This is an optimization exercise on Yosys and OpenROAD, whose aim is small area, a short achievable clock period and few clock cycles, not a production implementation.
Only simulation tests tie the RTL to the original design; equivalence was not proved.
No activity file was given, so power comes from the tool's default toggle rates.

File: constraint.sdc
create_clock -name core_clock -period 12.0 [get_ports {clk}]
set_input_delay 2.4000 -clock core_clock [delete_from_list [all_inputs] [get_ports {clk}]]
set_output_delay 2.4000 -clock core_clock [all_outputs]
set_load 0.01 [all_outputs]
File: config.mk
export PLATFORM = sky130hd
export DESIGN_NAME = crpe
export DESIGN_NICKNAME = crpe
export VERILOG_FILES = /design/flow/design.v
export SDC_FILE = /design/flow/constraint.sdc
export NUM_CORES = 4
export LEC_CHECK = 0
export CAP_MARGIN = 20
export CELL_PAD_IN_SITES_DETAIL_PLACEMENT = 0
export CELL_PAD_IN_SITES_GLOBAL_PLACEMENT = 1
export CORE_MARGIN = 2
export CORE_UTILIZATION = 40
export GPL_ROUTABILITY_DRIVEN = 1
export GPL_TIMING_DRIVEN = 1
export PLACE_DENSITY = 0.55
export SLEW_MARGIN = 20
File: run.sh
#!/bin/bash
# synth_recipe.tcl (not shown) runs the flow's synth.tcl, then flattens the netlist and writes it again
# the make line also repeats each setting of config.mk as NAME=value (left out here)
make -C /OpenROAD-flow-scripts/flow DESIGN_CONFIG=/design/flow/config.mk WORK_HOME=/design/flow/orfs CLKGATE_MAP_FILE= SYNTH_SCRIPT=/design/flow/synth_recipe.tcl finish
File: design.v
module crpe (
    input  wire         clk,
    input  wire         rst_n,
    input  wire         wr_en,
    input  wire [1:0]   wr_sel,
    input  wire [4:0]   wr_addr,
    input  wire [7:0]   wr_data,
    input  wire         cmd_valid,
    input  wire [3:0]   cmd_op,
    input  wire         cfg_ns3,
    input  wire [1:0]   cfg_porder,
    input  wire [7:0]   cfg_rounds,
    input  wire [5:0]   cfg_len,
    input  wire [4:0]   cfg_klen,
    input  wire [4:0]   cfg_slen,
    input  wire [4:0]   cfg_s2len,
    output reg          busy,
    output reg          done,
    output reg          err,
    output reg  [2:0]   ecode,
    output reg  [3:0]   kpos,
    output reg  [3:0]   spos,
    output reg  [3:0]   s2pos,
    output reg          swdir,
    output reg          cdir,
    output wire [255:0] data_out
);
    localparam OP_NOP     = 4'd0;
    localparam OP_ENC     = 4'd1;
    localparam OP_DEC     = 4'd2;
    localparam OP_PBYTEF  = 4'd3;
    localparam OP_PBYTEB  = 4'd4;
    localparam OP_PBITF   = 4'd5;
    localparam OP_PBITB   = 4'd6;
    localparam OP_RECBYTE = 4'd7;
    localparam OP_RECBIT  = 4'd8;
    localparam ST_IDLE  = 3'd0;
    localparam ST_DEC   = 3'd1;    
    localparam ST_PREP  = 3'd2;    
    localparam ST_START = 3'd3;    
    localparam ST_RUN   = 3'd4;    
    localparam ST_DRAIN = 3'd5;    
    reg [255:0] data_r;
    reg [7:0]   key_r   [0:15];
    reg [7:0]   salt_r  [0:15];
    reg [7:0]   salt2_r [0:15];
    assign data_out = data_r;
    reg [2:0]   st;
    reg [3:0]   op_r;
    reg         ns3_r;
    reg [1:0]   porder_r;
    reg [7:0]   rounds_r;     
    reg [5:0]   len_r;
    reg [4:0]   klen_r;
    reg [4:0]   slen_r;
    reg [4:0]   s2len_r;
    wire multi_r  = (op_r == OP_ENC) || (op_r == OP_DEC);
    wire back_r   = (op_r == OP_DEC)   || (op_r == OP_PBYTEB) ||
                    (op_r == OP_PBITB) || (op_r == OP_RECBYTE) ||
                    (op_r == OP_RECBIT);
    wire rec_r    = (op_r == OP_RECBYTE) || (op_r == OP_RECBIT);
    wire onebit_r = (op_r == OP_PBITF) || (op_r == OP_PBITB) ||
                    (op_r == OP_RECBIT);
    wire in_multi = (cmd_op == OP_ENC) || (cmd_op == OP_DEC);
    wire e_ill    = (cmd_op > OP_RECBIT);
    wire e_key    = (cfg_klen == 5'd0) || (cfg_slen == 5'd0) ||
                    (cfg_ns3 && cfg_s2len == 5'd0);
    wire e_neg    = in_multi && cfg_rounds[7];
    wire e_por    = in_multi && (cfg_porder == 2'd3);
    wire e_len    = (cfg_len > 6'd32) || (cfg_klen > 5'd16) ||
                    (cfg_slen > 5'd16) || (cfg_ns3 && cfg_s2len > 5'd16);
    reg [2:0] in_ecode;
    always @(*) begin
        if (e_ill)      in_ecode = 3'd1;
        else if (e_key) in_ecode = 3'd2;
        else if (e_neg) in_ecode = 3'd3;
        else if (e_por) in_ecode = 3'd4;
        else if (e_len) in_ecode = 3'd5;
        else            in_ecode = 3'd0;
    end
    reg [2:0] dec_ecode;      
    reg       nop_r;          
    reg       len0_r;         
    reg [1:0]   pidx;
    reg [7:0]   ai;           
    reg         pfirst;       
    reg [2:0]   pc;           
    reg [3:0]   kst_byte, sst_byte, s2st_byte;
    reg [3:0]   kst_bit,  sst_bit,  s2st_bit;
    reg [3:0]   rk, rs, rs2;
    wire [1:0] npass_m1 = (porder_r == 2'd2) ? 2'd2 : 2'd1;
    function seq_layer(input [1:0] porder, input [1:0] p);
        seq_layer = (porder == 2'd1) ? (p == 2'd0) : (p == 2'd1);
    endfunction
    wire       cur_bit   = multi_r ? seq_layer(porder_r, pidx) : onebit_r;
    wire [4:0] lm1       = len_r[4:0] - 5'd1;           
    wire [7:0] nm1       = cur_bit ? {lm1, 3'b111} : {3'b000, lm1};
    reg        lastq;         
    wire       last_el   = lastq;
    wire       lastq_nx  = (ai == 8'd1);
    wire       len_one   = (len_r == 6'd1);
    wire       first_bit = multi_r ? seq_layer(porder_r, (op_r == OP_DEC) ? npass_m1 : 2'd0) : onebit_r;
    wire       last_pass = back_r ? (pidx == 2'd0) : (pidx == npass_m1);
    wire       cmd_last  = last_el && (!multi_r || (last_pass && rounds_r == 8'd0));
    wire [1:0] nx_pidx   = !last_pass ? (back_r ? pidx - 2'd1 : pidx + 2'd1)
                                      : (back_r ? npass_m1 : 2'd0);
    wire [3:0] kpos_nx  = back_r ? ((kpos == 4'd0) ? klen_r[3:0] - 4'd1 : kpos - 4'd1)
                                 : ((kpos == klen_r[3:0] - 4'd1) ? 4'd0 : kpos + 4'd1);
    wire [3:0] spos_nx  = back_r ? ((spos == 4'd0) ? slen_r[3:0] - 4'd1 : spos - 4'd1)
                                 : ((spos == slen_r[3:0] - 4'd1) ? 4'd0 : spos + 4'd1);
    wire [3:0] s2pos_nx = back_r ? ((s2pos == 4'd0) ? s2len_r[3:0] - 4'd1 : s2pos - 4'd1)
                                 : ((s2pos == s2len_r[3:0] - 4'd1) ? 4'd0 : s2pos + 4'd1);
    function [3:0] cstep(input [3:0] r, input b, input [4:0] len);
        reg [4:0] x;
        begin
            x = {r, b};
            cstep = (x >= len) ? (x - len) : x[3:0];
        end
    endfunction
    reg  [7:0] pseq;
    wire       pb = pseq[7];
    wire [3:0] rk_n  = cstep(rk,  pb, klen_r);
    wire [3:0] rs_n  = cstep(rs,  pb, slen_r);
    wire [3:0] rs2_n = cstep(rs2, pb, s2len_r);
    wire       pi_bit = (st == ST_RUN) ? seq_layer(porder_r, nx_pidx) : cur_bit;
    wire [3:0] pi_k   = !back_r ? 4'd0 : (pi_bit ? kst_bit  : kst_byte);
    wire [3:0] pi_s   = !back_r ? 4'd0 : (pi_bit ? sst_bit  : sst_byte);
    wire [3:0] pi_s2  = !back_r ? 4'd0 : (pi_bit ? s2st_bit : s2st_byte);
    wire [7:0] pi_i   = pi_bit ? {lm1, 3'b111} : {3'b000, lm1};
    wire       pi_sw  = back_r && (pi_bit || ~len_r[0]);
    always @(posedge clk) begin
        if (!busy) begin
            op_r     <= cmd_op;
            ns3_r    <= cfg_ns3;
            porder_r <= cfg_porder;
            rounds_r <= cfg_rounds;
            len_r    <= cfg_len;
            klen_r   <= cfg_klen;
            slen_r   <= cfg_slen;
            s2len_r  <= cfg_s2len;
            dec_ecode <= in_ecode;
            nop_r    <= (cmd_op == OP_NOP);
            len0_r   <= (cfg_len == 6'd0);
        end else if (st == ST_RUN && last_el && last_pass) begin
            rounds_r <= rounds_r - 8'd1;
        end
    end
    wire       pipe_busy;
    wire       dv;
    reg        wq_en;
    reg [1:0]  wq_sel;
    reg [3:0]  wq_addr;
    reg [7:0]  wq_data;
    always @(posedge clk) begin
        wq_en   <= rst_n && !busy && wr_en && (wr_sel != 2'd0) && !wr_addr[4];
        wq_sel  <= wr_sel;
        wq_addr <= wr_addr[3:0];
        wq_data <= wr_data;
        if (wq_en && wq_sel == 2'd1) key_r[wq_addr]   <= wq_data;
        if (wq_en && wq_sel == 2'd2) salt_r[wq_addr]  <= wq_data;
        if (wq_en && wq_sel == 2'd3) salt2_r[wq_addr] <= wq_data;
    end
    always @(posedge clk) begin
        if (!rst_n) begin
            st     <= ST_IDLE;
            busy   <= 1'b0;
            done   <= 1'b0;
            err    <= 1'b0;
            ecode  <= 3'd0;
            kpos   <= 4'd0;
            spos   <= 4'd0;
            s2pos  <= 4'd0;
            swdir  <= 1'b0;
            cdir   <= 1'b0;
        end else begin
            done <= 1'b0;
            case (st)
            ST_IDLE: begin
                if (cmd_valid) begin
                    busy <= 1'b1;
                    st   <= ST_DEC;
                end
            end
            ST_DEC: begin
                pidx <= (op_r == OP_DEC) ? npass_m1 : 2'd0;
                pc   <= 3'd0;
                pseq <= {lm1, 3'b111};
                rk   <= 4'd0;
                rs   <= 4'd0;
                rs2  <= 4'd0;
                if (nop_r) begin
                    busy <= 1'b0;
                    done <= 1'b1;
                    st   <= ST_IDLE;
                end else if (dec_ecode != 3'd0) begin
                    busy  <= 1'b0;
                    done  <= 1'b1;
                    err   <= 1'b1;
                    ecode <= dec_ecode;
                    st    <= ST_IDLE;
                end else begin
                    err   <= 1'b0;
                    ecode <= 3'd0;
                    cdir  <= back_r;
                    if (len0_r) begin
                        busy <= 1'b0;
                        done <= 1'b1;
                        st   <= ST_IDLE;
                        if (!back_r) begin
                            kpos  <= 4'd0;
                            spos  <= 4'd0;
                            if (ns3_r) s2pos <= 4'd0;
                            swdir <= 1'b0;
                        end else begin
                            kpos  <= klen_r[3:0] - 4'd1;
                            spos  <= slen_r[3:0] - 4'd1;
                            if (ns3_r) s2pos <= s2len_r[3:0] - 4'd1;
                            swdir <= 1'b1;
                        end
                    end else if (back_r) begin
                        st <= ST_PREP;
                    end else begin
                        st     <= ST_RUN;
                        kpos   <= 4'd0;
                        spos   <= 4'd0;
                        if (ns3_r) s2pos <= 4'd0;
                        ai     <= first_bit ? {lm1, 3'b111} : {3'b000, lm1};
                        swdir  <= 1'b0;
                        pfirst <= 1'b1;
                        lastq  <= !first_bit && len_one;
                    end
                end
            end
            ST_PREP: begin
                pc  <= pc + 3'd1;
                pseq <= {pseq[6:0], 1'b0};
                rk  <= rk_n;
                rs  <= rs_n;
                rs2 <= rs2_n;
                if (pc == 3'd4) begin
                    kst_byte  <= rk_n;
                    sst_byte  <= rs_n;
                    s2st_byte <= rs2_n;
                end
                if (pc == 3'd7) begin
                    kst_bit  <= rk_n;
                    sst_bit  <= rs_n;
                    s2st_bit <= rs2_n;
                    st <= ST_START;
                end
            end
            ST_START: begin
                kpos  <= pi_k;
                spos  <= pi_s;
                if (ns3_r) s2pos <= pi_s2;
                swdir <= pi_sw;
                ai    <= pi_i;
                pfirst <= 1'b1;
                lastq <= !pi_bit && len_one;
                if (rec_r) begin
                    busy  <= 1'b0;
                    done  <= 1'b1;
                    st    <= ST_IDLE;
                end else begin
                    st    <= ST_RUN;
                end
            end
            ST_RUN: begin
                pfirst <= 1'b0;
                if (cmd_last) begin
                    kpos  <= kpos_nx;
                    spos  <= spos_nx;
                    if (ns3_r) s2pos <= s2pos_nx;
                    swdir <= ~swdir;
                    st    <= ST_DRAIN;
                end else if (last_el) begin
                    pidx   <= nx_pidx;
                    kpos   <= pi_k;
                    spos   <= pi_s;
                    if (ns3_r) s2pos <= pi_s2;
                    ai     <= pi_i;
                    swdir  <= pi_sw;
                    pfirst <= 1'b1;
                    lastq  <= !pi_bit && len_one;
                end else begin
                    kpos  <= kpos_nx;
                    spos  <= spos_nx;
                    if (ns3_r) s2pos <= s2pos_nx;
                    swdir <= ~swdir;
                    ai    <= ai - 8'd1;
                    lastq <= lastq_nx;
                end
            end
            ST_DRAIN: begin
                if (dv && !pipe_busy) begin
                    busy <= 1'b0;
                    done <= 1'b1;
                    st   <= ST_IDLE;
                end
            end
            default: st <= ST_IDLE;
            endcase
        end
    end
    function [4:0] hstep(input [4:0] r, input b, input [5:0] len);
        reg [6:0] d;
        begin
            d = {1'b0, r, b} - {1'b0, len};
            hstep = d[6] ? {r[3:0], b} : d[4:0];
        end
    endfunction
    function [4:0] h4step(input [4:0] r, input [1:0] b, input [5:0] len, input [6:0] len3);
        reg [6:0] x;
        reg [7:0] d1, d2, d3;
        begin
            x  = {r, b};
            d1 = {1'b0, x} - {2'b00, len};
            d2 = {1'b0, x} - {1'b0, len, 1'b0};
            d3 = {1'b0, x} - {1'b0, len3};
            if (!d3[7])      h4step = d3[4:0];
            else if (!d2[7]) h4step = d2[4:0];
            else if (!d1[7]) h4step = d1[4:0];
            else             h4step = x[4:0];
        end
    endfunction
    reg [6:0] len3_r;
    always @(posedge clk)
        if (st == ST_DEC) len3_r <= {1'b0, len_r} + {len_r, 1'b0};
    reg        v1, bit1, first1;
    reg [7:0]  kb1, sb1, s2b1;
    always @(posedge clk) begin
        if (!rst_n) v1 <= 1'b0;
        else        v1 <= (st == ST_RUN);
        bit1   <= cur_bit;
        first1 <= pfirst;
        kb1    <= key_r[kpos];
        sb1    <= salt_r[spos];
        s2b1   <= ns3_r ? salt2_r[s2pos] : 8'd1;
    end
    reg        v2, bit2, first2;
    reg [7:0]  s2b2;
    reg [15:0] p2;
    always @(posedge clk) begin
        if (!rst_n) v2 <= 1'b0;
        else        v2 <= v1;
        bit2   <= bit1;
        first2 <= first1;
        s2b2   <= s2b1;
        p2     <= kb1 * sb1;
    end
    reg        v3, bit3, first3;
    reg [19:0] pl3, ph3;
    always @(posedge clk) begin
        if (!rst_n) v3 <= 1'b0;
        else        v3 <= v2;
        bit3   <= bit2;
        first3 <= first2;
        pl3    <= p2 * s2b2[3:0];
        ph3    <= p2 * s2b2[7:4];
    end
    wire [23:0] off_c = {4'd0, pl3} + {ph3, 4'd0};
    reg        v4, bit4, first4;
    reg [4:0]  r4;
    reg [22:0] x4;
    reg [7:0] hr4_c;
    always @(*) begin
        hr4_c = 8'd0;
        hr4_c = {3'd0, hstep(hr4_c[4:0], off_c[23], len_r)};
    end
    always @(posedge clk) begin
        if (!rst_n) v4 <= 1'b0;
        else        v4 <= v3;
        bit4   <= bit3;
        first4 <= first3;
        r4     <= hr4_c[4:0];
        x4     <= off_c[22:0];
    end
    reg        v5, bit5, first5;
    reg [4:0]  r5;
    reg [20:0] x5;
    reg [7:0] hr5_c;
    always @(*) begin
        hr5_c = {3'd0, r4};
        hr5_c = {3'd0, hstep(hr5_c[4:0], x4[22], len_r)};
        hr5_c = {3'd0, hstep(hr5_c[4:0], x4[21], len_r)};
    end
    always @(posedge clk) begin
        if (!rst_n) v5 <= 1'b0;
        else        v5 <= v4;
        bit5   <= bit4;
        first5 <= first4;
        r5     <= hr5_c[4:0];
        x5     <= x4[20:0];
    end
    reg        v6, bit6, first6;
    reg [4:0]  r6;
    reg [18:0] x6;
    reg [7:0] hr6_c;
    always @(*) begin
        hr6_c = {3'd0, r5};
        hr6_c = {3'd0, hstep(hr6_c[4:0], x5[20], len_r)};
        hr6_c = {3'd0, hstep(hr6_c[4:0], x5[19], len_r)};
    end
    always @(posedge clk) begin
        if (!rst_n) v6 <= 1'b0;
        else        v6 <= v5;
        bit6   <= bit5;
        first6 <= first5;
        r6     <= hr6_c[4:0];
        x6     <= x5[18:0];
    end
    reg        v7, bit7, first7;
    reg [4:0]  r7;
    reg [16:0] x7;
    reg [7:0] hr7_c;
    always @(*) begin
        hr7_c = {3'd0, r6};
        hr7_c = {3'd0, hstep(hr7_c[4:0], x6[18], len_r)};
        hr7_c = {3'd0, hstep(hr7_c[4:0], x6[17], len_r)};
    end
    always @(posedge clk) begin
        if (!rst_n) v7 <= 1'b0;
        else        v7 <= v6;
        bit7   <= bit6;
        first7 <= first6;
        r7     <= hr7_c[4:0];
        x7     <= x6[16:0];
    end
    reg        v8, bit8, first8;
    reg [4:0]  r8;
    reg [14:0] x8;
    reg [7:0] hr8_c;
    always @(*) begin
        hr8_c = {3'd0, r7};
        hr8_c = {3'd0, hstep(hr8_c[4:0], x7[16], len_r)};
        hr8_c = {3'd0, hstep(hr8_c[4:0], x7[15], len_r)};
    end
    always @(posedge clk) begin
        if (!rst_n) v8 <= 1'b0;
        else        v8 <= v7;
        bit8   <= bit7;
        first8 <= first7;
        r8     <= hr8_c[4:0];
        x8     <= x7[14:0];
    end
    reg        v9, bit9, first9;
    reg [4:0]  r9;
    reg [12:0] x9;
    reg [7:0] hr9_c;
    always @(*) begin
        hr9_c = {3'd0, r8};
        hr9_c = {3'd0, hstep(hr9_c[4:0], x8[14], len_r)};
        hr9_c = {3'd0, hstep(hr9_c[4:0], x8[13], len_r)};
    end
    always @(posedge clk) begin
        if (!rst_n) v9 <= 1'b0;
        else        v9 <= v8;
        bit9   <= bit8;
        first9 <= first8;
        r9     <= hr9_c[4:0];
        x9     <= x8[12:0];
    end
    reg        v10, bit10, first10;
    reg [4:0]  r10;
    reg [10:0] x10;
    reg [7:0] hr10_c;
    always @(*) begin
        hr10_c = {3'd0, r9};
        hr10_c = {3'd0, hstep(hr10_c[4:0], x9[12], len_r)};
        hr10_c = {3'd0, hstep(hr10_c[4:0], x9[11], len_r)};
    end
    always @(posedge clk) begin
        if (!rst_n) v10 <= 1'b0;
        else        v10 <= v9;
        bit10   <= bit9;
        first10 <= first9;
        r10     <= hr10_c[4:0];
        x10     <= x9[10:0];
    end
    reg        v11, bit11, first11;
    reg [4:0]  r11;
    reg [8:0] x11;
    reg [7:0] hr11_c;
    always @(*) begin
        hr11_c = {3'd0, r10};
        hr11_c = {3'd0, hstep(hr11_c[4:0], x10[10], len_r)};
        hr11_c = {3'd0, hstep(hr11_c[4:0], x10[9], len_r)};
    end
    always @(posedge clk) begin
        if (!rst_n) v11 <= 1'b0;
        else        v11 <= v10;
        bit11   <= bit10;
        first11 <= first10;
        r11     <= hr11_c[4:0];
        x11     <= x10[8:0];
    end
    reg        v12, bit12, first12;
    reg [4:0]  r12;
    reg [6:0] x12;
    reg [7:0] hr12_c;
    always @(*) begin
        hr12_c = {3'd0, r11};
        hr12_c = {3'd0, hstep(hr12_c[4:0], x11[8], len_r)};
        hr12_c = {3'd0, hstep(hr12_c[4:0], x11[7], len_r)};
    end
    always @(posedge clk) begin
        if (!rst_n) v12 <= 1'b0;
        else        v12 <= v11;
        bit12   <= bit11;
        first12 <= first11;
        r12     <= hr12_c[4:0];
        x12     <= x11[6:0];
    end
    reg        v13, bit13, first13;
    reg [4:0]  r13;
    reg [4:0] x13;
    reg [7:0] hr13_c;
    always @(*) begin
        hr13_c = {3'd0, r12};
        hr13_c = {3'd0, hstep(hr13_c[4:0], x12[6], len_r)};
        hr13_c = {3'd0, hstep(hr13_c[4:0], x12[5], len_r)};
    end
    always @(posedge clk) begin
        if (!rst_n) v13 <= 1'b0;
        else        v13 <= v12;
        bit13   <= bit12;
        first13 <= first12;
        r13     <= hr13_c[4:0];
        x13     <= x12[4:0];
    end
    reg        v14, bit14, first14;
    reg [4:0]  r14;
    reg [2:0] x14;
    reg [7:0] hr14_c;
    always @(*) begin
        hr14_c = {3'd0, r13};
        hr14_c = {3'd0, hstep(hr14_c[4:0], x13[4], len_r)};
        hr14_c = {3'd0, hstep(hr14_c[4:0], x13[3], len_r)};
    end
    always @(posedge clk) begin
        if (!rst_n) v14 <= 1'b0;
        else        v14 <= v13;
        bit14   <= bit13;
        first14 <= first13;
        r14     <= hr14_c[4:0];
        x14     <= x13[2:0];
    end
    reg        v15, bit15, first15;
    reg [6:0]  r15;
    reg [0:0] x15;
    reg [7:0] hr15_c;
    always @(*) begin
        hr15_c = {3'd0, r14};
        hr15_c = bit14 ? {hr15_c[6:0], x14[2]} : {3'd0, hstep(hr15_c[4:0], x14[2], len_r)};
        hr15_c = bit14 ? {hr15_c[6:0], x14[1]} : {3'd0, hstep(hr15_c[4:0], x14[1], len_r)};
    end
    always @(posedge clk) begin
        if (!rst_n) v15 <= 1'b0;
        else        v15 <= v14;
        bit15   <= bit14;
        first15 <= first14;
        r15     <= hr15_c[6:0];
        x15     <= x14[0:0];
    end
    reg        v16, bit16, first16;
    reg [7:0]  r16;
    reg [7:0] hr16_c;
    always @(*) begin
        hr16_c = {1'd0, r15};
        hr16_c = bit15 ? {hr16_c[6:0], x15[0]} : {3'd0, hstep(hr16_c[4:0], x15[0], len_r)};
    end
    always @(posedge clk) begin
        if (!rst_n) v16 <= 1'b0;
        else        v16 <= v15;
        bit16   <= bit15;
        first16 <= first15;
        r16     <= hr16_c[7:0];
    end
    reg [7:0] ic;
    wire [7:0] ic_start = !back_r ? 8'd0 : (bit15 ? {lm1, 3'b111} : {3'b000, lm1});
    always @(posedge clk) begin
        if (v15)
            ic <= first15 ? ic_start : (back_r ? ic - 8'd1 : ic + 8'd1);
    end
    wire [7:0] m_c   = r16;
    wire [8:0] n_c   = bit16 ? {len_r, 3'b000} : {3'b000, len_r};
    wire [8:0] up_s  = {1'b0, ic} + {1'b0, m_c};
    wire [8:0] up_t  = (up_s >= n_c) ? up_s - n_c : up_s;
    wire [8:0] dn_t  = (ic >= m_c) ? {1'b0, ic} - {1'b0, m_c}
                                   : {1'b0, ic} + n_c - {1'b0, m_c};
    wire [7:0] t_c   = ic[0] ? up_t[7:0] : dn_t[7:0];
    wire       eq_c  = (m_c == 8'd0);
    reg         tv, tbit, teq;
    reg [7:0]   ti_r, tt_r;      
    always @(posedge clk) begin
        if (!rst_n) tv <= 1'b0;
        else        tv <= v16;
        tbit  <= bit16;
        teq   <= eq_c;
        ti_r  <= bit16 ? ic  : {ic[4:0], 3'b000};
        tt_r  <= bit16 ? t_c : {t_c[4:0], 3'b000};
    end
    reg         dv_r, dbit, deq;
    reg [7:0]   di_r, dt_r;
    reg [31:0]  di_q, dt_q;
    always @(posedge clk) begin
        if (!rst_n) dv_r <= 1'b0;
        else        dv_r <= tv;
        dbit  <= tbit;
        deq   <= teq;
        di_r  <= ti_r;
        dt_r  <= tt_r;
        di_q  <= 32'd1 << ti_r[7:3];
        dt_q  <= 32'd1 << tt_r[7:3];
    end
    assign pipe_busy = v1 || v2 || v3 || v4 || v5 || v6 || v7 || v8 || v9 || v10 || v11 || v12 || v13 || v14 || v15 || v16 || v16 || tv || dv_r;
    reg         wv, wbit;
    reg [7:0]   wi, wt, wvt, wvi;
    assign dv = wv;
    wire [7:0] mask_t = wbit ? (8'd1 << wt[2:0]) : 8'hff;
    wire [7:0] mask_i = wbit ? (8'd1 << wi[2:0]) : 8'hff;
    function [7:0] rdfw(input [255:0] d, input [31:0] sel, input [7:0] adr, input isbit,
                        input wv, input [7:0] wt, input [7:0] wi,
                        input [7:0] mt, input [7:0] mi,
                        input [7:0] vt, input [7:0] vi);
        reg [7:0] by;
        integer l, q;
        begin
            by = 8'd0;
            for (q = 0; q < 32; q = q + 1)
                by = by | ({8{sel[q]}} & d[q*8 +: 8]);
            for (l = 0; l < 8; l = l + 1) begin
                if (wv && adr[7:3] == wt[7:3] && mt[l])      by[l] = vt[l];
                else if (wv && adr[7:3] == wi[7:3] && mi[l]) by[l] = vi[l];
            end
            rdfw = isbit ? {8{by[adr[2:0]]}} : by;
        end
    endfunction
    wire [7:0] xi = rdfw(data_r, di_q, di_r, dbit, wv, wt, wi, mask_t, mask_i, wvt, wvi);
    wire [7:0] xt = rdfw(data_r, dt_q, dt_r, dbit, wv, wt, wi, mask_t, mask_i, wvt, wvi);
    wire [7:0] vt = !dbit ? xi : (!back_r ? ~xi : (deq ? ~xt : xi));
    wire [7:0] vi = !dbit ? xt : ( back_r ? ~xt : (deq ? ~xi : xt));
    always @(posedge clk) begin
        if (!rst_n) wv <= 1'b0;
        else        wv <= dv_r;
        wbit <= dbit;
        wi   <= di_r;
        wt   <= dt_r;
        wvt  <= vt;
        wvi  <= vi;
    end
    wire host_data = !busy && wr_en && (wr_sel == 2'd0);
    genvar gq, gb;
    generate
        for (gq = 0; gq < 32; gq = gq + 1) begin : g_byte
            wire hsel = wr_en && (wr_sel == 2'd0) && (wr_addr == gq);
            wire tq   = wv && (wt[7:3] == gq);
            wire iq   = wv && (wi[7:3] == gq);
            for (gb = 0; gb < 8; gb = gb + 1) begin : g_bit
                wire ts = tq && (!wbit || wt[2:0] == gb);
                wire is = iq && (!wbit || wi[2:0] == gb);
                always @(posedge clk) begin
                    if (busy ? (ts || is) : hsel)
                        data_r[gq*8+gb] <= !busy ? wr_data[gb] : (ts ? wvt[gb] : wvi[gb]);
                end
            end
        end
    endgenerate
endmodule
==> results of run 1 <==
==> report_power, final <==
part,internal [mW],switching [mW],leakage (nW),total (mW)
clock network,2.80,1.96,2.50,4.76
logic,4.74,6.99,15.6,11.7
registers,5.65,0.953,11.1,6.61
total,13.2,9.91,29.3,23.1
==> layer usage <==
metal | up-vias | part of all wire (%)
met1 | 27000 | 40
met2 | 3092 | 43
met5 | - | 0.026
met4 | 10 | 6.5
li1 | 23600 | -
met3 | 915 | 10
==> cells by family after synthesis <==
logic type | Yosys count | share of synthesized area [%]
compound gates | 1544 | 13.9
xor+xnor | 207 | 2.71
fa+ha+maj | 443 | 9.58
buf+inv | 735 | 4.16
flops | 1271 | 48.4
mux | 478 | 9.47
other cells | 1 | 0.00551
simple gates | 1766 | 11.8
==> sequential cells by signal, indices dropped and copies added, names as in the netlist, 21 cells and up <==
register and flops:
key_r 128, x4 23, data_r 256, dt_q 32, salt_r 128, di_q 32
x5 21, salt2_r 128
==> layout make-up <==
cell class	count	area (um2)	area share, %
well taps	2218	2780	3.53
clock buffers	195	4170	5.30
clock inverters	80	962	1.22
flip-flops and latches	1271	33000	41.9
multi-input cells	4440	32600	41.4
repair buffers	432	4060	5.16
inverters	306	1160	1.47
diodes	15	37.5	0.0477
==> synthesized netlist by cell type (15+ instances only) <==
cell type,n
mux4_2,125
a22oi_1,195
a31oi_1,149
nand3_1,46
a221oi_1,39
xor2_1,61
a21oi_1,478
xnor2_1,142
nand4_1,69
inv_1,300
a21o_1,91
ha_1,313
fa_1,130
or3_1,18
and2_1,134
mux2_2,48
and3_1,15
nand2_1,328
nor3_1,50
nor2b_1,61
nor2_1,902
o211ai_1,29
dfxtp_1,523
o21ai_0,384
nand2b_1,61
a22o_1,34
buf_1,26
edfxtp_1,748
mux2i_1,294
clkbuf_1,386
==> through the flow <==
step	instance area, um2	hold slack, ps	total power [mW]
after floorplan	68100	310	14.7
after global placement	73500	310	18.2
after global routing	78700	321	24.7
after detailed placement	73500	312	18.3
after CTS	78600	300	23.1
final	78700	291	23.1
==> worst min path at each step <==
stage | slack (ps) | cells after the start | start | endpoint
after global placement | 310 | 0 | x9[9] | x10[9]
after CTS | 300 | 0 | ti_r[0] | di_r[0]
after floorplan | 310 | 0 | bit9 | bit10
after detailed placement | 310 | 0 | bit9 | bit10
final | 290 | 0 | ti_r[0] | di_r[0]
after global routing | 320 | 0 | ti_r[0] | di_r[0]
==> placed cells by master, fill, tap and decap left out, types with 39 or more instances in the layout <==
cell,netlist,final
nand4_1,69,69
a21oi_1,478,475
o21ai_0,384,384
mux2_2,48,48
a221oi_1,39,39
xnor2_1,142,142
nand3_1,46,46
mux4_2,125,125
xor2_1,61,61
a31oi_1,149,143
a21o_1,91,91
nor3_1,50,48
ha_1,313,313
and2_1,134,133
nor2b_1,61,59
a22oi_1,195,195
buf_4,2,102
clkbuf_16,0,158
fa_1,130,130
inv_1,300,299
dfxtp_1,523,509
nand2b_1,61,61
nand2_1,328,328
edfxtp_1,748,748
mux2i_1,294,294
nor2_1,902,888
clkdlybuf4s50_1,0,329
==> results.yml, run 1 <==
status:
  status: "complete, no violations"
critical_path:
  r2r_setup_slack_ps: 7400
  rr_startpoint: "kb1[5]"
  critPathCapture: "data_out[254]"
  rr_worst_depth: 16
  crit_path_cell_trace: "clkdlybuf4s50_1"
  worstPathMaxFanout: 5
  reg2reg_to: "p2[15]"
  cp.required_ps: 9600
  cp.depth: 1
  path_class: "reg -> out"
  cpPeakStageDelay_ps: 990
  endpoint_kind: "primary output"
  cp_data_arrival_time_ps: 2520
  startpoint_type: "register"
  cp_slowest_cell: "edfxtp_1"
  crit_family: "flip-flops"
  crit_buf_inv: 1
  worstSetupStartpoint: "data_r[254]"
clocking:
  worstSkewPairLatency_ps: 820
  cts_root_buf: "clkbuf_16"
  cts_setup_buffers: 0
  cts_buffers: 148
  cts.sinks: 1271
  htree_num_levels: 4
  cts_tree: "built"
  cts_resized: 0
  path_clk_slew_ps: 60
  ctsHoldBuffers: 0
  cts_buffer_depth: 3
global_route:
  grt.total_usage_pct: 33.1
  met3_usage_pct: 9.93
  grt-busiest-layer: "met2"
  grtUsageMet1_pct: 43.0
  grt_pass1_wl_mm: 408
  grt_max_degree: 83
  grt_pass1_vias: 52700
  overflow: 0
  met2_usage_pct: 49.2
  antenna_found_initial: 27
route:
  ant_nets: 0
  drtIter0Drc: 7095
  drc: 0
  routedWlPerCell_um: 32.7
  wl_mm: 293
  first_pass_iters: 8
  route.vias.total: 54600
  vias_per_cell: 6.10
placed_design:
  dp.cells: 8667
  hpwlAfterDp_mm: 203
  pre_cts_ws_ps: 6460
  io_buffers: 330
  gp_congestion: 1.07
timing:
  worstMarginPinSlew_ps: 1250
  fmax_ghz: 0.203
  rsz0062_at_grt: "no"
  fin_setup_tns_ps: 0
  report.final.slew_viol_count: 0
  worst_slack_ps: 7080
  relSlewSlack_pct: 16.5
  fin_worst_skew_ps: 54.3
  hold_viol_final: 0
  final-setup-viol-count: 0
  min_period_over_period_pct: 41.0
  min_period_ps: 4920
cells_and_area:
  syn_to_final_growth_pct: 15.6
  fillers: 15700
  utilization_pct: 46.5
  fin_nets: 7097
  drive_gt1_share_pct: 9.00
  finalNonFillerCells: 8957
floorplanning:
  num_rows: 151
  ios: 331
  coreArea_um2: 169000
  die_x_um: 416
  die_area_um2: 173000
  start_util_pct: 40.2
  die_y_um: 416
power_and_ir_drop:
  power_density_nw_per_um2: 294
  vdd_drop_max_mv: 0.219
  power.leakage_nw: 29.3
job:
  cap_viol_max_count: 0
synthesis:
  yosys.area.top_type: "edfxtp_1"
  yosysWarnings: 1
  synth_seq_cells: 1271
  yosysTopAreaCellShare_pct: 33.0
  syn-mean-instance-area_um2: 10.6
  synthTopCellsByArea: "edfxtp_1 (33%), dfxtp_1 (15%), ha_1 (5.8%)"
  synthCells: 6445
  ys_seq_area_share_pct: 48.4
  synth_edf_count: 748
  synth_area_um2: 68100
  async_flop_share_pct: 0
  yosysUniqueCellTypes: 90
  synth_ff_type: "edfxtp_1"
hold_path:
  min_path_type: "reg -> reg"
Testbench counts, summed over its fixed seeds: cycles 85,653.
==> run 2, diff against run 1 <==
--- a/config.mk
+++ b/config.mk
@@ -10,7 +10,7 @@
 export CELL_PAD_IN_SITES_GLOBAL_PLACEMENT = 1
 export CORE_MARGIN = 2
-export CORE_UTILIZATION = 40
+export CORE_UTILIZATION = 48
 export GPL_ROUTABILITY_DRIVEN = 1
 export GPL_TIMING_DRIVEN = 1
-export PLACE_DENSITY = 0.55
+export PLACE_DENSITY = 0.6
 export SLEW_MARGIN = 20
==> results.yml, run 2 <==
status:
  status: "complete, no violations"
clocking:
  cts_buffer_depth: 3
  cts_resized: 0
  htree_num_levels: 4
  ctsHoldBuffers: 0
  cts_setup_buffers: 0
  cts.sinks: 1271
  path_clk_slew_ps: 60
  cts_root_buf: "clkbuf_16"
  worstSkewPairLatency_ps: 820
  cts_buffers: 142
  cts_tree: "built"
synthesis:
  async_flop_share_pct: 0
  ys_top_cells_by_count: "nor2_1 (902), edfxtp_1 (748), dfxtp_1 (523)"
  yosysTopAreaCellShare_pct: 33.0
  synthCells: 6445
  synth_edf_count: 748
  synthTopCellsByArea: "edfxtp_1 (33%), dfxtp_1 (15%), ha_1 (5.8%)"
  yosysMostFrequentCell: "nor2_1"
  synth_ff_type: "edfxtp_1"
  ys_seq_area_share_pct: 48.4
  synth_seq_cells: 1271
  yosysWarnings: 1
  yosysUniqueCellTypes: 90
  synth_area_um2: 68100
  yosys.area.top_type: "edfxtp_1"
  syn-mean-instance-area_um2: 10.6
global_route:
  overflow: 0
  antenna_found_initial: 38
  grt.total_usage_pct: 40.1
  grt_pass1_vias: 53500
  grt_pass1_wl_mm: 411
  grt_max_degree: 131
critical_path:
  crit_family: "flip-flops"
  cp.required_ps: 9600
  crit_buf_inv: 1
  startpoint_type: "register"
  rr_worst_depth: 16
  reg2reg_to: "p2[15]"
  cpPeakStageDelay_ps: 1060
  endpoint_kind: "primary output"
  r2r_setup_slack_ps: 7360
  worstPathMaxFanout: 3
  cp_slowest_cell: "edfxtp_1"
  cp_data_arrival_time_ps: 2560
  path_class: "reg -> out"
  rr_startpoint: "kb1[5]"
  crit_path_cell_trace: "clkdlybuf4s50_1"
hold_path:
  hold_path_depth: 0
  min_to: "x6[8]"
  min_from: "x5[8]"
  min_path_type: "reg -> reg"
timing:
  fin_worst_skew_ps: 58.5
  worst_slack_ps: 7040
  min_period_ps: 4960
  relSlewSlack_pct: 8.21
  worstMarginPinSlew_ps: 1380
  min_period_over_period_pct: 41.4
  final-setup-viol-count: 0
  hold_viol_final: 0
  fmax_ghz: 0.201
  rsz0062_at_grt: "no"
  fin_setup_tns_ps: 0
  report.final.slew_viol_count: 0
power_and_ir_drop:
  power_density_nw_per_um2: 293
  power.leakage_nw: 29.3
  vdd_drop_max_mv: 0.256
  fin_total_pwr_mw: 22.9
placed_design:
  gp_congestion: 1.06
  io_buffers: 330
  pre_cts_ws_ps: 6800
  post_dp_cell_area_um2: 73300
  hpwlAfterDp_mm: 204
route:
  route.vias.total: 55900
  vias_per_cell: 6.47
  drtIter0Drc: 7434
  drc: 0
  first_pass_iters: 11
  ant_nets: 0
  routedWlPerCell_um: 34.1
  wl_mm: 295
cells_and_area:
  utilization_pct: 55.5
  drive_gt1_share_pct: 9.42
  top_register: "data_r"
  largest_reg_flops: 256
  mostFrequentLayoutCells: "nor2_1 (885), edfxtp_1 (748), dfxtp_1 (513)"
  fillers: 12100
  fin_nets: 7125
  design_area_um2: 78300
  syn_to_final_growth_pct: 15.0
  final_common_cell: "nor2_1"
floorplanning:
  die_y_um: 381
  die_area_um2: 145000
  num_rows: 138
  start_util_pct: 48.2
  ios: 331
  coreArea_um2: 141000
  die_x_um: 381
job:
  cap_viol_max_count: 0
## run 2: cell counts after synthesis
Identical to the previous run, type by type.
## run 2: metal layers
layer,part of all wire (%),track usage [%]
met1,39,51.3
met2,41,56.9
met3,13,15.8
met4,7.2,24.4
met5,0.069,0.298
## run 2: cell families (layout without fill, tap and decap cells)
| family | Yosys count | in the layout | synth area share (%) |
|---|---|---|---|
| xor+xnor | 207 | 207 | 2.71 |
| compound gates | 1544 | 1544 | 13.9 |
| mux | 478 | 478 | 9.47 |
| buf+inv | 735 | 1032 | 4.16 |
| flops | 1271 | 1271 | 48.4 |
| other cells | 1 | 14 | 0.00551 |
| simple gates | 1766 | 1766 | 11.8 |
| fa+ha+maj | 443 | 443 | 9.58 |
## run 2: area by class of cell
| cell class | instances | area [um2] | area share, % |
|---|---|---|---|
| repair buffers | 466 | 4320 | 5.52 |
| inverters | 306 | 1160 | 1.48 |
| clock inverters | 76 | 992 | 1.27 |
| multi-input cells | 4440 | 32600 | 41.6 |
| diodes | 12 | 30.0 | 0.0384 |
| well taps | 1890 | 2360 | 3.02 |
| flip-flops and latches | 1271 | 32900 | 42.1 |
| clock buffers | 184 | 3890 | 4.97 |
## run 2: report_power, final
group,internal [mW],switching (mW)
clock network,2.56,1.96
logic,4.79,7.07
registers,5.65,0.876
total,13.0,9.91
## run 2: stage by stage
stage / cells / hold WS [ps]
2_1_floorplan: 6446 / 310
3_3_place_gp: 8372 / 310
3_5_place_dp: 8372 / 312
4_1_cts: 8632 / 288
5_1_grt: 8636 / 302
6_report: 8645 / 283
## run 2: worst max path at each step
stage	start	endpoint	slack, ps	cells past startpoint
2_1_floorplan	rst_n	pc[0]	7200	2
3_3_place_gp	wr_addr[1]	data_r[246]	6790	5
3_5_place_dp	wr_addr[1]	data_r[146]	6800	5
4_1_cts	spos[2]	spos[2]	6960	1
5_1_grt	spos[2]	spos[2]	6880	1
6_report	data_r[151]	data_out[151]	7040	1
==> run 3, diff against run 2 <==
--- a/design.v
+++ b/design.v
@@ -119,8 +119,10 @@
     endfunction
     reg  [7:0] pseq;
-    wire       pb = pseq[7];
-    wire [3:0] rk_n  = cstep(rk,  pb, klen_r);
-    wire [3:0] rs_n  = cstep(rs,  pb, slen_r);
-    wire [3:0] rs2_n = cstep(rs2, pb, s2len_r);
+    wire [3:0] rk_h  = cstep(rk,  pseq[7], klen_r);
+    wire [3:0] rs_h  = cstep(rs,  pseq[7], slen_r);
+    wire [3:0] rs2_h = cstep(rs2, pseq[7], s2len_r);
+    wire [3:0] rk_n  = cstep(rk_h,  pseq[6], klen_r);
+    wire [3:0] rs_n  = cstep(rs_h,  pseq[6], slen_r);
+    wire [3:0] rs2_n = cstep(rs2_h, pseq[6], s2len_r);
     wire       pi_bit = (st == ST_RUN) ? seq_layer(porder_r, nx_pidx) : cur_bit;
     wire [3:0] pi_k   = !back_r ? 4'd0 : (pi_bit ? kst_bit  : kst_byte);
@@ -234,14 +236,14 @@
             ST_PREP: begin
                 pc  <= pc + 3'd1;
-                pseq <= {pseq[6:0], 1'b0};
+                pseq <= {pseq[5:0], 2'b00};
                 rk  <= rk_n;
                 rs  <= rs_n;
                 rs2 <= rs2_n;
-                if (pc == 3'd4) begin
-                    kst_byte  <= rk_n;
-                    sst_byte  <= rs_n;
-                    s2st_byte <= rs2_n;
+                if (pc == 3'd2) begin
+                    kst_byte  <= rk_h;
+                    sst_byte  <= rs_h;
+                    s2st_byte <= rs2_h;
                 end
-                if (pc == 3'd7) begin
+                if (pc == 3'd3) begin
                     kst_bit  <= rk_n;
                     sst_bit  <= rs_n;
@@ -604,4 +606,5 @@
     reg [7:0]   di_r, dt_r;
     reg [31:0]  di_q, dt_q;
+    reg [1:0]   fi, ft;      
     always @(posedge clk) begin
         if (!rst_n) dv_r <= 1'b0;
@@ -613,4 +616,6 @@
         di_q  <= 32'd1 << ti_r[7:3];
         dt_q  <= 32'd1 << tt_r[7:3];
+        fi    <= {dv_r && ti_r[7:3] == dt_r[7:3], dv_r && ti_r[7:3] == di_r[7:3]};
+        ft    <= {dv_r && tt_r[7:3] == dt_r[7:3], dv_r && tt_r[7:3] == di_r[7:3]};
     end
     assign pipe_busy = v1 || v2 || v3 || v4 || v5 || v6 || v7 || v8 || v9 || v10 || v11 || v12 || v13 || v14 || v15 || v16 || v16 || tv || dv_r;
@@ -618,9 +623,7 @@
     reg [7:0]   wi, wt, wvt, wvi;
     assign dv = wv;
-    wire [7:0] mask_t = wbit ? (8'd1 << wt[2:0]) : 8'hff;
-    wire [7:0] mask_i = wbit ? (8'd1 << wi[2:0]) : 8'hff;
-    function [7:0] rdfw(input [255:0] d, input [31:0] sel, input [7:0] adr, input isbit,
-                        input wv, input [7:0] wt, input [7:0] wi,
-                        input [7:0] mt, input [7:0] mi,
+    reg  [7:0] mask_t, mask_i;      
+    function [7:0] rdfw(input [255:0] d, input [31:0] sel, input [2:0] lane, input isbit,
+                        input [1:0] f, input [7:0] mt, input [7:0] mi,
                         input [7:0] vt, input [7:0] vi);
         reg [7:0] by;
@@ -631,12 +634,12 @@
                 by = by | ({8{sel[q]}} & d[q*8 +: 8]);
             for (l = 0; l < 8; l = l + 1) begin
-                if (wv && adr[7:3] == wt[7:3] && mt[l])      by[l] = vt[l];
-                else if (wv && adr[7:3] == wi[7:3] && mi[l]) by[l] = vi[l];
+                if (f[1] && mt[l])      by[l] = vt[l];
+                else if (f[0] && mi[l]) by[l] = vi[l];
             end
-            rdfw = isbit ? {8{by[adr[2:0]]}} : by;
+            rdfw = isbit ? {8{by[lane]}} : by;
         end
     endfunction
-    wire [7:0] xi = rdfw(data_r, di_q, di_r, dbit, wv, wt, wi, mask_t, mask_i, wvt, wvi);
-    wire [7:0] xt = rdfw(data_r, dt_q, dt_r, dbit, wv, wt, wi, mask_t, mask_i, wvt, wvi);
+    wire [7:0] xi = rdfw(data_r, di_q, di_r[2:0], dbit, fi, mask_t, mask_i, wvt, wvi);
+    wire [7:0] xt = rdfw(data_r, dt_q, dt_r[2:0], dbit, ft, mask_t, mask_i, wvt, wvi);
     wire [7:0] vt = !dbit ? xi : (!back_r ? ~xi : (deq ? ~xt : xi));
     wire [7:0] vi = !dbit ? xt : ( back_r ? ~xt : (deq ? ~xi : xt));
@@ -649,4 +652,6 @@
         wvt  <= vt;
         wvi  <= vi;
+        mask_t <= dbit ? (8'd1 << dt_r[2:0]) : 8'hff;
+        mask_i <= dbit ? (8'd1 << di_r[2:0]) : 8'hff;
     end
     wire host_data = !busy && wr_en && (wr_sel == 2'd0);
--- a/config.mk
+++ b/config.mk
@@ -10,7 +10,7 @@
 export CELL_PAD_IN_SITES_GLOBAL_PLACEMENT = 1
 export CORE_MARGIN = 2
-export CORE_UTILIZATION = 48
+export CORE_UTILIZATION = 40
 export GPL_ROUTABILITY_DRIVEN = 1
 export GPL_TIMING_DRIVEN = 1
-export PLACE_DENSITY = 0.6
+export PLACE_DENSITY = 0.55
 export SLEW_MARGIN = 20
==> results.yml, run 3 <==
critical_path:
  endpoint_kind: "primary output"
  crit_family: "flip-flops"
  cp_data_arrival_time_ps: 2620
  path_class: "reg -> out"
  crit_path_cell_trace: "clkdlybuf4s50_1"
  worstPathMaxFanout: 3
  startpoint_type: "register"
  cp_slowest_cell: "edfxtp_1"
  crit_buf_inv: 1
  cpPeakStageDelay_ps: 1050
  cp.required_ps: 9600
timing:
  rsz0062_at_grt: "no"
  report.final.slew_viol_count: 0
  hold_viol_final: 0
  fmax_ghz: 0.199
  min_period_over_period_pct: 41.9
  relSlewSlack_pct: 16.7
  fin_setup_tns_ps: 0
  worstMarginPinSlew_ps: 1250
  whs_ps: 289
  final-setup-viol-count: 0
  min_period_ps: 5020
  fin_worst_skew_ps: 63.9
cells_and_area:
  mostFrequentLayoutCells: "nor2_1 (969), edfxtp_1 (747), dfxtp_1 (532)"
  final_common_cell: "nor2_1"
  fin_nets: 7323
  syn_to_final_growth_pct: 15.7
  top_register: "data_r"
  finalNonFillerCells: 9184
  fillers: 15900
  utilization_pct: 46.5
  drive_gt1_share_pct: 8.18
  largest_reg_flops: 256
floorplanning:
  coreArea_um2: 171000
  die_y_um: 419
  start_util_pct: 40.2
  ios: 331
  die_x_um: 419
  die_area_um2: 175000
  num_rows: 152
global_route:
  overflow: 0
  grt.total_usage_pct: 35.0
  grt_pass1_vias: 53400
  met2_usage_pct: 50.1
  grt_pass1_wl_mm: 428
  grt_max_degree: 95
  grt-busiest-layer: "met2"
  met3_usage_pct: 14.0
  antenna_found_initial: 32
  grtUsageMet1_pct: 44.9
power_and_ir_drop:
  switchingPower_mw: 10.3
  vdd_drop_max_mv: 0.435
  seq_power_share_pct: 28.6
  power_density_nw_per_um2: 297
  fin_total_pwr_mw: 23.6
  p_comb_share_pct: 51.1
  switching_share_pct: 43.8
  clockPowerShare_pct: 20.3
  p_int_mw: 13.3
  power.leakage_nw: 30.9
synthesis:
  synth_seq_cells: 1290
  yosysUniqueCellTypes: 78
  synth-compound-area-share_pct: 12.8
  synth_fa_ha_area_share_pct: 9.83
  async_flop_share_pct: 0
  synthSimpleGateAreaFrac_pct: 13.1
  yosysTopAreaCellShare_pct: 32.6
  synth_area_um2: 68800
  yosys.area.top_type: "edfxtp_1"
  synth_edf_count: 747
  synth_top_family_by_area: "simple AND/OR/NAND/NOR gates"
  synthTopCellsByArea: "edfxtp_1 (33%), dfxtp_1 (16%), ha_1 (6.0%)"
  muxShareOfSynthArea_pct: 9.20
  yosysWarnings: 1
  syn-mean-instance-area_um2: 10.4
  synth_ff_type: "edfxtp_1"
  ys_top_cells_by_count: "nor2_1 (979), edfxtp_1 (747), dfxtp_1 (543)"
  synthCells: 6630
  yosysMostFrequentCell: "nor2_1"
  ys_seq_area_share_pct: 48.4
  synth_xor_area_share_pct: 2.91
route:
  first_pass_iters: 10
  drtIter0Drc: 7425
  routedWlPerCell_um: 33.9
  route.vias.total: 56100
  wl_mm: 311
  drc: 0
  ant_nets: 0
  vias_per_cell: 6.11
hold_path:
  min_path_type: "reg -> reg"
placed_design:
  dp.cells: 8889
  io_buffers: 330
  gp_congestion: 1.13
  hpwlAfterDp_mm: 213
clocking:
  ctsHoldBuffers: 0
  cts_root_buf: "clkbuf_16"
  cts_setup_buffers: 0
  cts_tree: "built"
  cts_buffer_depth: 3
  cts.sinks: 1290
  cts_resized: 0
  htree_num_levels: 4
  cts_buffers: 148
  worstSkewPairLatency_ps: 850
  path_clk_slew_ps: 60
job:
  cap_viol_max_count: 0
status:
  status: "complete, no violations"
-- run 3: final timing paths --
kind / slack, ps / to / from / cells after the start
worst max-delay path: 6980 / data_out[7] / data_r[7] / 1
worst min-delay path: 290 / first8 / first7 / 0
worst max register to register: 7260 / rs[3] / slen_r[1] / 18
worst min register to register: 290 / first8 / first7 / 0
-- run 3: power by group through the flow --
stage	Clock (mW)	Sequential [mW]	Combinational, mW
finish	4.78	6.76	12.1
detailed placement	0	6.81	11.9
CTS	4.85	6.72	12.0
global route	5.02	6.83	13.3
floorplan	0	6.23	8.67
global placement	0	6.81	11.8
-- run 3: routing by layer --
metal	up-vias	wire length [um]
met5	-	299
met4	24	20600
met3	1034	36500
met2	3352	129000
met1	27700	124000
li1	24000	-
-- run 3: cell families after synthesis --
family,Yosys count
xor gates and xnor gates,229
and+or+nand+nor,2044
other,1
DFF,1290
adders and majority gates,461
muxes,475
AOI/OAI and AO/OA,1430
buffers and inverters,700
-- run 3: area by class of cell --
type | count | area, um2 | area share, %
sequential | 1290 | 33300 | 41.9
clock buffer | 203 | 4190 | 5.26
timing repair buffer | 422 | 3990 | 5.01
clock inverter | 73 | 982 | 1.23
antenna | 18 | 45.0 | 0.0566
multi-input combinational | 4641 | 33100 | 41.6
tap | 2233 | 2790 | 3.51
inverter | 304 | 1150 | 1.44
-- run 3: per-stage QoR --
| step | cell area (um2) | setup WS, ps |
|---|---|---|
| 2_1_floorplan | 68800 | 7020 |
| 3_3_place_gp | 74400 | 6360 |
| 3_5_place_dp | 74400 | 6370 |
| 4_1_cts | 79500 | 7000 |
| 5_1_grt | 79600 | 6780 |
| 6_report | 79600 | 6980 |
Testbench counts of run 3, summed over its fixed seeds: cycles 85,333.

what the ideal ports hide:
How much do the figures lean on ideal ports? The routed layouts below were timed once more, with nothing changed but the port constraints. Step 1: set_driving_cell puts a clkbuf_16 on clk and a buf_2 on each other input, an assumption about the parent block. Step 2 adds t to the input delays and takes it off the output delays; t is the mean of the earliest and latest rising clock arrival at the registers after step 1. Input paths then give back, and output paths get back, about the clock's delay inside the block. a / b / c = no drivers / after step 1 / after step 2; a / b = the first two.
| run | t, ns | slack for setup (ns) | hold slack, ns | worst setup path at the end | slew at the worst register clock pin (ns) |
|---|---|---|---|---|---|
| run 1 | 0.882 | 7.082 / 6.992 / 6.267 | 0.291 / 0.291 / 0.291 | input to register | 0.07 / 0.07 |
| run 2 | 0.877 | 7.035 / 6.947 / 6.570 | 0.283 / 0.283 / 0.283 | input to register | 0.07 / 0.07 |
| run 3 | 0.903 | 6.976 / 6.889 / 6.341 | 0.289 / 0.289 / 0.289 | input to register | 0.07 / 0.07 |
After both steps every run listed still meets setup and hold. The setup slack of run 1, which loses most, moves by -0.090 ns with the drivers and by -0.815 ns with both steps.
